Background: an optimization exercise with open tools, aiming at small area, a short achievable clock period and few clock cycles. Do not read the settings as production practice. Function was checked by simulation only, so behaviour that the tests miss may differ from the original. Power figures rest on the tool's default switching activity, not on a simulated workload.

### flow/run.sh
#!/bin/bash
# synth_recipe.tcl (not shown) runs the flow's synth.tcl, then flattens the netlist and writes it again
# the make line also repeats each setting of config.mk as NAME=value (left out here)
make -C /OpenROAD-flow-scripts/flow DESIGN_CONFIG=/design/flow/config.mk WORK_HOME=/design/flow/orfs CLKGATE_MAP_FILE= SYNTH_SCRIPT=/design/flow/synth_recipe.tcl finish
### flow/config.mk
export PLATFORM = sky130hd
export DESIGN_NAME = level_lut_remapper
export DESIGN_NICKNAME = level_lut_remapper
export VERILOG_FILES = /design/flow/design.v
export SDC_FILE = /design/flow/constraint.sdc
export NUM_CORES = 4
export LEC_CHECK = 0
export CAP_MARGIN = 20
export CORE_MARGIN = 2
export CORE_UTILIZATION = 25
export PLACE_DENSITY = 0.4
export SLEW_MARGIN = 20
### flow/constraint.sdc
create_clock -name core_clock -period 12.0 [get_ports {clk}]
set_input_delay 2.4000 -clock core_clock [delete_from_list [all_inputs] [get_ports {clk}]]
set_output_delay 2.4000 -clock core_clock [all_outputs]
set_load 0.01 [all_outputs]
### flow/design.v
module level_lut_remapper (
    input  wire        clk,
    input  wire        rst,
    input  wire        cmd_valid,
    output wire        cmd_ready,
    input  wire [63:0] cmd_data,
    output reg         rsp_valid,
    output reg  [63:0] rsp_data,
    output reg         mem_valid,
    output reg         mem_we,
    output reg  [31:0] mem_addr,
    output reg  [3:0]  mem_wstrb,
    output reg  [31:0] mem_wdata,
    input  wire        mem_ready,
    input  wire [31:0] mem_rdata
);
    localparam [7:0] OP_WRREG  = 8'h01;
    localparam [7:0] OP_RDREG  = 8'h02;
    localparam [7:0] OP_RDLUT  = 8'h03;
    localparam [7:0] OP_LUTBLD = 8'h04;
    localparam [7:0] OP_LEVEL  = 8'h10;
    localparam [7:0] OP_UNPACK = 8'h11;
    localparam [7:0] ST_OK  = 8'h00;
    localparam [7:0] ST_CFG = 8'h01;
    localparam [7:0] ST_PRE = 8'h02;
    localparam [31:0] E_ILLEGAL     = 32'd1;
    localparam [31:0] E_UNKNOWN_REG = 32'd2;
    localparam [31:0] E_RANGE       = 32'd3;
    localparam [31:0] E_LAYOUT      = 32'd4;
    localparam [31:0] E_WIDTH3      = 32'd5;
    localparam [31:0] E_STRIDE4     = 32'd6;
    localparam [31:0] E_STRIDE_SML  = 32'd7;
    localparam [31:0] E_BASE        = 32'd8;
    localparam [31:0] E_WRAPS       = 32'd9;
    localparam [31:0] E_SRC_SMALL   = 32'd1;
    localparam [31:0] E_DST_SMALL   = 32'd2;
    localparam [4:0] S_IDLE     = 5'd0;
    localparam [4:0] S_DECODE   = 5'd1;
    localparam [4:0] S_LUT_ENT  = 5'd2;
    localparam [4:0] S_LUT_DIV  = 5'd3;
    localparam [4:0] S_VAL      = 5'd4;
    localparam [4:0] S_MUL_SRC  = 5'd5;
    localparam [4:0] S_MUL_DST  = 5'd6;
    localparam [4:0] S_ROW      = 5'd7;
    localparam [4:0] S_LV_RD    = 5'd8;
    localparam [4:0] S_LV_WR    = 5'd9;
    localparam [4:0] S_IB_RD    = 5'd10;
    localparam [4:0] S_IB_WR    = 5'd11;
    localparam [4:0] S_TB_RD0   = 5'd12;
    localparam [4:0] S_TB_RD1   = 5'd13;
    localparam [4:0] S_TB_WR0   = 5'd14;
    localparam [4:0] S_TB_WR1   = 5'd15;
    localparam [4:0] S_TB_WR2   = 5'd16;
    reg [4:0] state;
    reg [16:0] lv_lowin, lv_highin, lv_lowout, lv_highout;
    reg [31:0] lv_width, lv_height, lv_instride, lv_outstride;
    reg [1:0]  lv_format;
    reg [31:0] lv_srcbase, lv_srcsize, lv_dstbase, lv_dstsize;
    reg [15:0] up_offset;
    reg [3:0]  up_shift;
    reg        up_swap;
    reg [15:0] up_lumamask, up_chromamask;
    reg [31:0] up_width, up_height, up_instride, up_outstride, up_layout;
    reg [31:0] up_srcbase, up_srcsize, up_dstbase, up_dstsize;
    reg [7:0] lut [0:255];
    reg  [63:0] cmd;
    wire [7:0]  c_op  = cmd[63:56];
    wire [7:0]  c_reg = cmd[55:48];
    wire [15:0] c_z   = cmd[47:32];
    wire [31:0] c_imm = cmd[31:0];
    assign cmd_ready = (state == S_IDLE);
    reg c_illegal;
    always @(*) begin
        case (c_op)
            OP_WRREG:  c_illegal = (c_z != 16'd0);
            OP_RDREG:  c_illegal = (c_z != 16'd0) || (c_imm != 32'd0);
            OP_RDLUT:  c_illegal = (c_reg != 8'd0) || (c_z != 16'd0) || (c_imm[31:8] != 24'd0);
            OP_LUTBLD,
            OP_LEVEL,
            OP_UNPACK: c_illegal = (c_reg != 8'd0) || (c_z != 16'd0) || (c_imm != 32'd0);
            default:   c_illegal = 1'b1;
        endcase
    end
    wire reg_known = (c_reg <= 8'h0C) || (c_reg >= 8'h10 && c_reg <= 8'h1D);
    reg range_bad;
    always @(*) begin
        case (c_reg)
            8'h00, 8'h01, 8'h02, 8'h03: range_bad = (c_imm > 32'd65536);
            8'h08:                      range_bad = (c_imm > 32'd3);
            8'h10, 8'h13, 8'h14:        range_bad = (c_imm > 32'h0000FFFF);
            8'h11:                      range_bad = (c_imm > 32'd15);
            8'h12:                      range_bad = (c_imm > 32'd1);
            default:                    range_bad = 1'b0;
        endcase
    end
    reg [31:0] reg_rdval;
    always @(*) begin
        case (c_reg)
            8'h00: reg_rdval = {15'd0, lv_lowin};
            8'h01: reg_rdval = {15'd0, lv_highin};
            8'h02: reg_rdval = {15'd0, lv_lowout};
            8'h03: reg_rdval = {15'd0, lv_highout};
            8'h04: reg_rdval = lv_width;
            8'h05: reg_rdval = lv_height;
            8'h06: reg_rdval = lv_instride;
            8'h07: reg_rdval = lv_outstride;
            8'h08: reg_rdval = {30'd0, lv_format};
            8'h09: reg_rdval = lv_srcbase;
            8'h0A: reg_rdval = lv_srcsize;
            8'h0B: reg_rdval = lv_dstbase;
            8'h0C: reg_rdval = lv_dstsize;
            8'h10: reg_rdval = {16'd0, up_offset};
            8'h11: reg_rdval = {28'd0, up_shift};
            8'h12: reg_rdval = {31'd0, up_swap};
            8'h13: reg_rdval = {16'd0, up_lumamask};
            8'h14: reg_rdval = {16'd0, up_chromamask};
            8'h15: reg_rdval = up_width;
            8'h16: reg_rdval = up_height;
            8'h17: reg_rdval = up_instride;
            8'h18: reg_rdval = up_outstride;
            8'h19: reg_rdval = up_layout;
            8'h1A: reg_rdval = up_srcbase;
            8'h1B: reg_rdval = up_srcsize;
            8'h1C: reg_rdval = up_dstbase;
            8'h1D: reg_rdval = up_dstsize;
            default: reg_rdval = 32'd0;
        endcase
    end
    function [7:0] byte255;
        input [16:0] k;
        reg   [24:0] p;
        begin
            p = {k, 8'd0} - {8'd0, k};
            byte255 = p[23:16];
        end
    endfunction
    wire [7:0] lo_in  = byte255(lv_lowin);
    wire [7:0] hi_in  = byte255(lv_highin);
    wire [7:0] lo_out = byte255(lv_lowout);
    wire [7:0] hi_out = byte255(lv_highout);
    wire        slope_neg = (lv_highout < lv_lowout);
    wire [16:0] dq        = slope_neg ? (lv_lowout - lv_highout) : (lv_highout - lv_lowout);
    wire [16:0] dab       = lv_highin - lv_lowin;
    reg  [7:0]  lut_i;
    wire [7:0]  ramp_n = lut_i - lo_in;
    reg  [23:0] div_quot;
    reg  [24:0] div_rem;
    reg  [4:0]  div_cnt;
    wire [24:0] div_trial = {div_rem[23:0], div_quot[23]};
    wire        div_take  = (div_trial >= {8'd0, dab});
    wire [7:0]  ramp_q    = div_quot[7:0];
    wire [7:0]  ramp_val  = slope_neg ? (lo_out - ramp_q) : (lo_out + ramp_q);
    reg        is_unpack;
    reg [31:0] f_w, f_h, f_is, f_os, f_sb, f_ss, f_db, f_ds;
    function [1:0] mod3;
        input [31:0] v;
        integer k;
        reg [6:0] s;
        begin
            s = 7'd0;
            for (k = 0; k < 16; k = k + 1)
                s = s + {5'd0, v[2*k +: 2]};
            s = s % 7'd3;
            mod3 = s[1:0];
        end
    endfunction
    wire        tbp        = (up_layout == 32'd1);
    wire        layout_bad = (up_layout != 32'd1) && (up_layout != 32'd2);
    wire        width3_bad = tbp && (mod3(up_width) != 2'd0);
    wire        stride4_bad = (f_is[1:0] != 2'd0) || (f_os[1:0] != 2'd0);
    wire [34:0] is_x3      = {3'd0, f_is} + {2'd0, f_is, 1'b0};
    wire [34:0] w_x8       = {f_w, 3'd0};
    wire        is_small   = !is_unpack ? ({1'b0, f_is} < {f_w, 1'b0}) :
                             tbp        ? (is_x3 < w_x8) :
                                          ({1'b0, f_is} < {f_w, 1'b0});
    wire        os_small   = !is_unpack ? (f_os < f_w) : ({1'b0, f_os} < {f_w, 1'b0});
    wire        base_bad   = (f_sb[1:0] != 2'd0) || (f_db[1:0] != 2'd0);
    wire [32:0] src_end    = {1'b0, f_sb} + {1'b0, f_ss};
    wire [32:0] dst_end    = {1'b0, f_db} + {1'b0, f_ds};
    wire        wraps      = (src_end > 33'h1_0000_0000) || (dst_end > 33'h1_0000_0000);
    reg [63:0] mul_acc;
    reg [63:0] mul_a;
    reg [31:0] mul_b;
    reg [5:0]  mul_cnt;
    reg [31:0] row;           
    reg [31:0] col;           
    reg [31:0] src_row;       
    reg [31:0] dst_row;       
    reg [31:0] src_off;       
    reg [31:0] dst_off;       
    reg [31:0] rd_word0;
    reg [15:0] res1, res2;
    wire [31:0] src_addr = src_row + src_off;
    wire [31:0] dst_addr = dst_row + dst_off;
    function [7:0] level_index;
        input [15:0] s;
        input        signed_in;
        reg   [15:0] u;
        reg   [15:0] t;
        begin
            u = s ^ 16'h8000;
            t = (u == 16'd0) ? 16'd0 : (u - 16'd1);
            level_index = signed_in ? t[15:8] : s[15:8];
        end
    endfunction
    wire [15:0] lv_half  = src_addr[1] ? mem_rdata[31:16] : mem_rdata[15:0];
    wire [15:0] lv_samp  = lv_format[0] ? {lv_half[7:0], lv_half[15:8]} : lv_half;
    wire [7:0]  lv_idx   = level_index(lv_samp, lv_format[1]);
    wire [7:0]  lut_ridx = (state == S_DECODE) ? c_imm[7:0] : lv_idx;
    wire [7:0]  lut_rd   = lut[lut_ridx];
    function [15:0] combine;
        input [9:0] chroma_in;
        input [9:0] luma_in;
        reg   [9:0] ch, lu;
        reg   [15:0] ct, lt;
        reg   [31:0] sh;
        begin
            if (up_swap) begin
                ch = luma_in;
                lu = chroma_in;
            end else begin
                ch = chroma_in;
                lu = luma_in;
            end
            ct = ({6'd0, ch} + up_offset) & up_chromamask;
            lt = ({6'd0, lu} + up_offset) & up_lumamask;
            sh = {16'd0, lt} << up_shift;
            combine = ct | sh[15:0];
        end
    endfunction
    wire [15:0] ib_half = src_addr[1] ? mem_rdata[31:16] : mem_rdata[15:0];
    integer j;
    task respond;
        input [7:0]  st;
        input [31:0] data;
        begin
            rsp_valid <= 1'b1;
            rsp_data  <= {st, 24'd0, data};
            state     <= S_IDLE;
        end
    endtask
    task mem_read;
        input [31:0] a;
        begin
            mem_valid <= 1'b1;
            mem_we    <= 1'b0;
            mem_addr  <= {a[31:2], 2'b00};
            mem_wstrb <= 4'b0000;
        end
    endtask
    task mem_write16;
        input [31:0] a;
        input [15:0] d;
        begin
            mem_valid <= 1'b1;
            mem_we    <= 1'b1;
            mem_addr  <= {a[31:2], 2'b00};
            mem_wstrb <= a[1] ? 4'b1100 : 4'b0011;
            mem_wdata <= {d, d};
        end
    endtask
    task mem_idle;
        begin
            mem_valid <= 1'b0;
            mem_we    <= 1'b0;
            mem_wstrb <= 4'b0000;
        end
    endtask
    wire mem_done = mem_valid && mem_ready;
    always @(posedge clk) begin
        if (rst) begin
            state         <= S_IDLE;
            rsp_valid     <= 1'b0;
            rsp_data      <= 64'd0;
            mem_valid     <= 1'b0;
            mem_we        <= 1'b0;
            mem_addr      <= 32'd0;
            mem_wstrb     <= 4'd0;
            mem_wdata     <= 32'd0;
            cmd           <= 64'd0;
            lv_lowin      <= 17'd0;
            lv_highin     <= 17'd0;
            lv_lowout     <= 17'd0;
            lv_highout    <= 17'd0;
            lv_width      <= 32'd0;
            lv_height     <= 32'd0;
            lv_instride   <= 32'd0;
            lv_outstride  <= 32'd0;
            lv_format     <= 2'd0;
            lv_srcbase    <= 32'd0;
            lv_srcsize    <= 32'd0;
            lv_dstbase    <= 32'd0;
            lv_dstsize    <= 32'd0;
            up_offset     <= 16'd0;
            up_shift      <= 4'd0;
            up_swap       <= 1'b0;
            up_lumamask   <= 16'd0;
            up_chromamask <= 16'd0;
            up_width      <= 32'd0;
            up_height     <= 32'd0;
            up_instride   <= 32'd0;
            up_outstride  <= 32'd0;
            up_layout     <= 32'd0;
            up_srcbase    <= 32'd0;
            up_srcsize    <= 32'd0;
            up_dstbase    <= 32'd0;
            up_dstsize    <= 32'd0;
            for (j = 0; j < 256; j = j + 1)
                lut[j] <= 8'd0;
            lut_i     <= 8'd0;
            div_quot  <= 24'd0;
            div_rem   <= 25'd0;
            div_cnt   <= 5'd0;
            is_unpack <= 1'b0;
            f_w <= 32'd0; f_h <= 32'd0; f_is <= 32'd0; f_os <= 32'd0;
            f_sb <= 32'd0; f_ss <= 32'd0; f_db <= 32'd0; f_ds <= 32'd0;
            mul_acc <= 64'd0;
            mul_a   <= 64'd0;
            mul_b   <= 32'd0;
            mul_cnt <= 6'd0;
            row <= 32'd0; col <= 32'd0;
            src_row <= 32'd0; dst_row <= 32'd0;
            src_off <= 32'd0; dst_off <= 32'd0;
            rd_word0 <= 32'd0;
            res1 <= 16'd0; res2 <= 16'd0;
        end else begin
            rsp_valid <= 1'b0;
            case (state)
            S_IDLE: begin
                if (cmd_valid) begin
                    cmd   <= cmd_data;
                    state <= S_DECODE;
                end
            end
            S_DECODE: begin
                if (c_illegal) begin
                    respond(ST_CFG, E_ILLEGAL);
                end else begin
                    case (c_op)
                    OP_WRREG: begin
                        if (!reg_known)
                            respond(ST_CFG, E_UNKNOWN_REG);
                        else if (range_bad)
                            respond(ST_CFG, E_RANGE);
                        else begin
                            case (c_reg)
                                8'h00: lv_lowin      <= c_imm[16:0];
                                8'h01: lv_highin     <= c_imm[16:0];
                                8'h02: lv_lowout     <= c_imm[16:0];
                                8'h03: lv_highout    <= c_imm[16:0];
                                8'h04: lv_width      <= c_imm;
                                8'h05: lv_height     <= c_imm;
                                8'h06: lv_instride   <= c_imm;
                                8'h07: lv_outstride  <= c_imm;
                                8'h08: lv_format     <= c_imm[1:0];
                                8'h09: lv_srcbase    <= c_imm;
                                8'h0A: lv_srcsize    <= c_imm;
                                8'h0B: lv_dstbase    <= c_imm;
                                8'h0C: lv_dstsize    <= c_imm;
                                8'h10: up_offset     <= c_imm[15:0];
                                8'h11: up_shift      <= c_imm[3:0];
                                8'h12: up_swap       <= c_imm[0];
                                8'h13: up_lumamask   <= c_imm[15:0];
                                8'h14: up_chromamask <= c_imm[15:0];
                                8'h15: up_width      <= c_imm;
                                8'h16: up_height     <= c_imm;
                                8'h17: up_instride   <= c_imm;
                                8'h18: up_outstride  <= c_imm;
                                8'h19: up_layout     <= c_imm;
                                8'h1A: up_srcbase    <= c_imm;
                                8'h1B: up_srcsize    <= c_imm;
                                8'h1C: up_dstbase    <= c_imm;
                                8'h1D: up_dstsize    <= c_imm;
                                default: ;
                            endcase
                            if (c_reg <= 8'h03) begin
                                lut_i    <= 8'd0;
                                state    <= S_LUT_ENT;
                            end else begin
                                respond(ST_OK, 32'd0);
                            end
                        end
                    end
                    OP_RDREG: begin
                        if (!reg_known)
                            respond(ST_CFG, E_UNKNOWN_REG);
                        else
                            respond(ST_OK, reg_rdval);
                    end
                    OP_RDLUT: begin
                        respond(ST_OK, {24'd0, lut_rd});
                    end
                    OP_LUTBLD: begin
                        lut_i    <= 8'd0;
                        state    <= S_LUT_ENT;
                    end
                    default: begin  
                        is_unpack <= (c_op == OP_UNPACK);
                        if (c_op == OP_UNPACK) begin
                            f_w  <= up_width;     f_h  <= up_height;
                            f_is <= up_instride;  f_os <= up_outstride;
                            f_sb <= up_srcbase;   f_ss <= up_srcsize;
                            f_db <= up_dstbase;   f_ds <= up_dstsize;
                        end else begin
                            f_w  <= lv_width;     f_h  <= lv_height;
                            f_is <= lv_instride;  f_os <= lv_outstride;
                            f_sb <= lv_srcbase;   f_ss <= lv_srcsize;
                            f_db <= lv_dstbase;   f_ds <= lv_dstsize;
                        end
                        state <= S_VAL;
                    end
                    endcase
                end
            end
            S_LUT_ENT: begin
                if (lut_i < lo_in) begin
                    lut[lut_i] <= lo_out;
                    lut_i      <= lut_i + 8'd1;
                    if (lut_i == 8'd255) respond(ST_OK, 32'd0);
                end else if (lut_i < hi_in) begin
                    div_quot <= ramp_n * dq;
                    div_rem  <= 25'd0;
                    div_cnt  <= 5'd0;
                    state    <= S_LUT_DIV;
                end else begin
                    lut[lut_i] <= hi_out;
                    lut_i      <= lut_i + 8'd1;
                    if (lut_i == 8'd255) respond(ST_OK, 32'd0);
                end
            end
            S_LUT_DIV: begin
                div_rem  <= div_take ? (div_trial - {8'd0, dab}) : div_trial;
                div_quot <= {div_quot[22:0], div_take};
                div_cnt  <= div_cnt + 5'd1;
                if (div_cnt == 5'd24) begin
                    div_quot   <= div_quot;
                    div_rem    <= div_rem;
                    lut[lut_i] <= ramp_val;
                    lut_i      <= lut_i + 8'd1;
                    if (lut_i == 8'd255) respond(ST_OK, 32'd0);
                    else                 state <= S_LUT_ENT;
                end
            end
            S_VAL: begin
                if (is_unpack && layout_bad)
                    respond(ST_CFG, E_LAYOUT);
                else if (is_unpack && width3_bad)
                    respond(ST_CFG, E_WIDTH3);
                else if (stride4_bad)
                    respond(ST_CFG, E_STRIDE4);
                else if (is_small || os_small)
                    respond(ST_CFG, E_STRIDE_SML);
                else if (base_bad)
                    respond(ST_CFG, E_BASE);
                else if (wraps)
                    respond(ST_CFG, E_WRAPS);
                else begin
                    mul_acc <= 64'd0;
                    mul_a   <= {32'd0, f_is};
                    mul_b   <= f_h;
                    mul_cnt <= 6'd0;
                    state   <= S_MUL_SRC;
                end
            end
            S_MUL_SRC: begin
                if (mul_cnt == 6'd32) begin
                    if (mul_acc > {32'd0, f_ss}) begin
                        respond(ST_PRE, E_SRC_SMALL);
                    end else begin
                        mul_acc <= 64'd0;
                        mul_a   <= {32'd0, f_os};
                        mul_b   <= f_h;
                        mul_cnt <= 6'd0;
                        state   <= S_MUL_DST;
                    end
                end else begin
                    if (mul_b[0]) mul_acc <= mul_acc + mul_a;
                    mul_a   <= {mul_a[62:0], 1'b0};
                    mul_b   <= {1'b0, mul_b[31:1]};
                    mul_cnt <= mul_cnt + 6'd1;
                end
            end
            S_MUL_DST: begin
                if (mul_cnt == 6'd32) begin
                    if (mul_acc > {32'd0, f_ds}) begin
                        respond(ST_PRE, E_DST_SMALL);
                    end else if (f_w == 32'd0 || f_h == 32'd0) begin
                        respond(ST_OK, 32'd0);
                    end else begin
                        row     <= 32'd0;
                        src_row <= f_sb;
                        dst_row <= f_db;
                        state   <= S_ROW;
                    end
                end else begin
                    if (mul_b[0]) mul_acc <= mul_acc + mul_a;
                    mul_a   <= {mul_a[62:0], 1'b0};
                    mul_b   <= {1'b0, mul_b[31:1]};
                    mul_cnt <= mul_cnt + 6'd1;
                end
            end
            S_ROW: begin
                col     <= 32'd0;
                src_off <= 32'd0;
                dst_off <= 32'd0;
                if (!is_unpack) begin
                    mem_read(src_row);
                    state <= S_LV_RD;
                end else if (tbp) begin
                    mem_read(src_row);
                    state <= S_TB_RD0;
                end else begin
                    mem_read(src_row);
                    state <= S_IB_RD;
                end
            end
            S_LV_RD: begin
                if (mem_done) begin
                    mem_valid <= 1'b1;
                    mem_we    <= 1'b1;
                    mem_addr  <= {dst_addr[31:2], 2'b00};
                    mem_wstrb <= 4'b0001 << dst_addr[1:0];
                    mem_wdata <= {4{lut_rd}};
                    state     <= S_LV_WR;
                end
            end
            S_LV_WR: begin
                if (mem_done) begin
                    if (col + 32'd1 == f_w) begin
                        mem_idle;
                        if (row + 32'd1 == f_h) begin
                            respond(ST_OK, 32'd0);
                        end else begin
                            row     <= row + 32'd1;
                            src_row <= src_row + f_is;
                            dst_row <= dst_row + f_os;
                            state   <= S_ROW;
                        end
                    end else begin
                        col     <= col + 32'd1;
                        src_off <= src_off + 32'd2;
                        dst_off <= dst_off + 32'd1;
                        mem_read(src_addr + 32'd2);
                        state   <= S_LV_RD;
                    end
                end
            end
            S_IB_RD: begin
                if (mem_done) begin
                    mem_write16(dst_addr, combine({2'b00, ib_half[7:0]}, {2'b00, ib_half[15:8]}));
                    state <= S_IB_WR;
                end
            end
            S_IB_WR: begin
                if (mem_done) begin
                    if (col + 32'd1 == f_w) begin
                        mem_idle;
                        if (row + 32'd1 == f_h) begin
                            respond(ST_OK, 32'd0);
                        end else begin
                            row     <= row + 32'd1;
                            src_row <= src_row + f_is;
                            dst_row <= dst_row + f_os;
                            state   <= S_ROW;
                        end
                    end else begin
                        col     <= col + 32'd1;
                        src_off <= src_off + 32'd2;
                        dst_off <= dst_off + 32'd2;
                        mem_read(src_addr + 32'd2);
                        state   <= S_IB_RD;
                    end
                end
            end
            S_TB_RD0: begin
                if (mem_done) begin
                    rd_word0 <= mem_rdata;
                    mem_read(src_addr + 32'd4);
                    state    <= S_TB_RD1;
                end
            end
            S_TB_RD1: begin
                if (mem_done) begin
                    res1 <= combine(rd_word0[29:20], mem_rdata[9:0]);
                    res2 <= combine(mem_rdata[19:10], mem_rdata[29:20]);
                    mem_write16(dst_addr, combine(rd_word0[9:0], rd_word0[19:10]));
                    state <= S_TB_WR0;
                end
            end
            S_TB_WR0: begin
                if (mem_done) begin
                    mem_write16(dst_addr + 32'd2, res1);
                    state <= S_TB_WR1;
                end
            end
            S_TB_WR1: begin
                if (mem_done) begin
                    mem_write16(dst_addr + 32'd4, res2);
                    state <= S_TB_WR2;
                end
            end
            S_TB_WR2: begin
                if (mem_done) begin
                    if (col + 32'd3 == f_w) begin
                        mem_idle;
                        if (row + 32'd1 == f_h) begin
                            respond(ST_OK, 32'd0);
                        end else begin
                            row     <= row + 32'd1;
                            src_row <= src_row + f_is;
                            dst_row <= dst_row + f_os;
                            state   <= S_ROW;
                        end
                    end else begin
                        col     <= col + 32'd3;
                        src_off <= src_off + 32'd8;
                        dst_off <= dst_off + 32'd6;
                        mem_read(src_addr + 32'd8);
                        state   <= S_TB_RD0;
                    end
                end
            end
            default: state <= S_IDLE;
            endcase
        end
    end
endmodule
==> run summary <==
-- Yosys cell counts (159+ instances only) --
cell type | n | area [µm²]
nor2_1 | 3104 | 11700
xnor2_1 | 378 | 3310
xor2_1 | 217 | 1900
a22oi_1 | 240 | 1800
mux2i_1 | 526 | 5270
buf_2 | 242 | 1210
ha_1 | 739 | 9250
a311oi_1 | 192 | 1680
a211oi_1 | 450 | 3380
nand2_1 | 4100 | 15400
nand4_1 | 174 | 1090
nor3_1 | 543 | 2720
edfxtp_1 | 2048 | 61500
a31oi_1 | 179 | 1120
clkbuf_1 | 1264 | 4740
mux2_2 | 159 | 1790
dfxtp_1 | 1560 | 31200
nand3_1 | 747 | 3740
a221oi_1 | 183 | 1600
a21o_1 | 263 | 1970
inv_1 | 517 | 1940
and3_1 | 196 | 1230
a21oi_1 | 1692 | 8470
o21ai_0 | 682 | 3410
-- metal layers --
metal | share of wire [%] | vias to the layer above | routed length (µm) | track usage [%]
met5 | 0.029 | - | 281 | 0
met4 | 4.8 | 42 | 46500 | 9.22
met2 | 45 | 6751 | 435000 | 36.2
li1 | - | 80357 | - | -
met3 | 6.6 | 1513 | 64100 | 3.45
met1 | 44 | 89120 | 428000 | 31.3
-- registers in the layout, indices dropped and copies added, names as in the netlist, 34 cells and up --
name,cells
cmd,64
lut,2048
mul_a,64
mul_acc,64
rsp_data,34
-- power groups by stage --
stage               clock network (mW)  logic, mW  registers [mW]
floorplan                            0       5.71            14.1
global placement                     0       10.6            14.5
detailed placement                   0       10.6            14.5
CTS                               13.8       10.7            14.2
global route                      14.2       11.2            14.3
finish                            13.5       10.8            14.2
-- final cells by class --
type                            instances  area share [%]
Sequential cell                      3608            40.5
Clock buffer                          601            5.27
Antenna cell                           23          0.0251
Multi-Input combinational cell      16888            43.8
Inverter                              522           0.858
Clock inverter                        207           0.895
Tap cell                            10592            5.78
Timing Repair Buffer                  742            2.90
-- how the worst max path moves through the flow --
stage | start | endpoint | slack [ns]
final | lv_lowin[8] | div_quot[23] | 1.72
after detailed placement | lv_lowin[8] | div_quot[23] | 1.79
after global placement | lv_lowin[8] | div_quot[23] | 1.39
after floorplan | lv_lowin[8] | div_quot[22] | 3.21
after global routing | lv_lowin[8] | div_quot[23] | 0.94
after CTS | lv_lowin[8] | div_quot[23] | 1.80
-- cell families (layout without fill, tap and decap cells) --
kind of cell / count (synthesis) / after routing / share of synthesized area, %
muxes: 711 / 711 / 3.79
adders and majority gates: 876 / 876 / 5.95
xor gates and xnor gates: 595 / 595 / 2.59
and+or+nand+nor: 9596 / 9596 / 20.3
DFF: 3608 / 3608 / 46.0
AOI/OAI and AO/OA: 5078 / 5078 / 16.7
other: 1 / 55 / 0.00186
buffers and inverters: 2262 / 2072 / 4.61
-- worst register-to-register path: cells and delay by family, from the launching register on --
kind,cells,cell delay (ns)
fa+ha+maj,7,2.99
flops,1,0.37
buf+inv,4,0.48
compound gates,22,5.14
simple gates,6,0.72
xor+xnor,3,0.55
==> run summary <==
Routability cong. = 0.934
Hold path cells = 2
Synth warn = 1
Area of the multi-input gates = 0.100 mm²
Worst Setup End Kind = flop
Hold_buf cts = 0
Die width = 902 µm
Largest net degree at the start of global routing = 171
Fin. max-slew vios = 0
Later-pin clock latency in the skew report = 1.13 ns
Top Ports = 236
CTS max path bufs = 4
FILL cells = 85191
Post-route cell area = 0.229 mm²
Tcrit/Tclk final = 85.7%
Slowest CP cell = a2111oi_0
Area after DPL = 0.215 mm²
Postcts setup bufs = 0
Die Area = 0.813 mm²
PortBufs = 203
Syn Std Cell Area = 0.201 mm²
CP required = 12.97 ns
Hold Path Origin = mem_addr[15]
Max VDD drop = 0.150 mV
Placed Cells = 32350
Fmax achieved = 97.3 MHz
Setup CP Type = reg -> reg
Fraction of registers with async set/reset = 0%
# setup viols final = 0
Drt first pass iters = 9
Reg clk slew, reported paths = 0.06 ns
Final std cells w/o fill = 33183
Final worst slack = 1.72 ns
Max Cap Viol = 0
Initial antenna violation count = 103
Startpoint Class = flop
Crit-path leading delay family = compound AO/OA/AOI/OAI gates
Clock share of power = 35.1%
Post-synth EDFFs = 2048
Worst Max-Slew Pin Slew = 1.27 ns
Sum of negative setup slack = 0 ns
WHS Endpoint = mem_addr[15]
Std-Cell Rows = 329
RR Endpoint = div_quot[23]
Status = finished clean
Stages on worst setup path = 42
Power per cell area = 168 mW/mm²
Post-synthesis register bit count = 3608
TritonCTS Buffers = 438
Clock root buffer = clkbuf_16
GRT Util Overall = 22.9%
Gr ovfl total = 0
Clock sinks = 3608
Comb pwr share = 27.9%
H-tree depth = 5
Register area = 0.0928 mm²
Vias per cell = 5.36
Synth-to-layout area growth = 13.8%
Leakage dissipation = 79.9 nW
Core Area = 0.803 mm²
Most frequent cells in the layout = nand2_1, nor2_1, edfxtp_1, a21oi_1, dfxtp_1
Wire length of the first global-routing pass = 1350000 µm
Detailed Place HPWL = 671000 µm
Reg power frac = 37.0%
WL per Instance = 29.3 µm
Gate count after technology mapping = 22727
WP buf/inv = 4
1st-iter DRT viols = 19820
Vias in the first global route = 168383
R2R cell count = 42
CP arrival = 11.26 ns
Final hold vios = 0
Most frequent CP cell = a21o_1
DRC viols = 0
Share of cells above drive strength 1 = 7.27%
Routed Antenna Nets = 0
RSZ-0062 raised after global routing = no
Tot Pwr = 38.5 mW
Primary FF master, synth = edfxtp_1
Final core utilization = 28.6%
Commonest non-fill, non-tap cell in the layout = nand2_1
DR vias = 177783
Fin crit period = 10.28 ns
R2r setup slk = 1.72 ns
Worst r2r src = lv_lowin[8]
Total wire length = 973000 µm
Sw Share = 37.7%
Fin nets = 23176
Synthesized area per cell = 8.86 µm²
Post_cts resized = 0
Int Power = 24.0 mW
Register area share after synthesis = 46.0%
Post-synth cell types = 119
Worst hold slack = 0.455 ns
Slew HR = 12.8%
Final Skew = 0.121 ns
Crit Path Max Fanout = 17
Dpl ws = 1.79 ns
Starting Density = 25.1%
CTS tree = done
Min-delay worst type = reg -> reg
Die Ht = 902 µm
Crit-path max cell delay = 0.68 ns
Psw = 14.5 mW
Testbench counts, summed over its fixed seeds: cycles 166,155.

[what the ideal ports hide]
Ports are ideal in the flow. The routed layout listed here was re-timed in OpenROAD.
Step 1: set_driving_cell puts a clkbuf_16 on clk and a buf_2 on each other input, an assumption about the parent block.
Step 2 adds t to the input delays and takes it off the output delays; t is the mean of the earliest and latest rising clock arrival at the registers after step 1. Input paths then give back, and output paths get back, about the clock's delay inside the block.
Three values: ideal ports, drivers, drivers and shift; two values: the first two.
shift t [ns]: 1.205
slack for setup (ns): 1.718 / 1.718 / 1.718
hold WS [ns]: 0.455 / 0.455 / 0.455
latest minus earliest clock arrival (ns): 0.123 / 0.123
cell pins on the clock port's net: 1
After both steps this run still meets setup and hold. For this run, drivers alone change the setup slack by 0.000 ns; drivers and shift together by 0.000 ns.
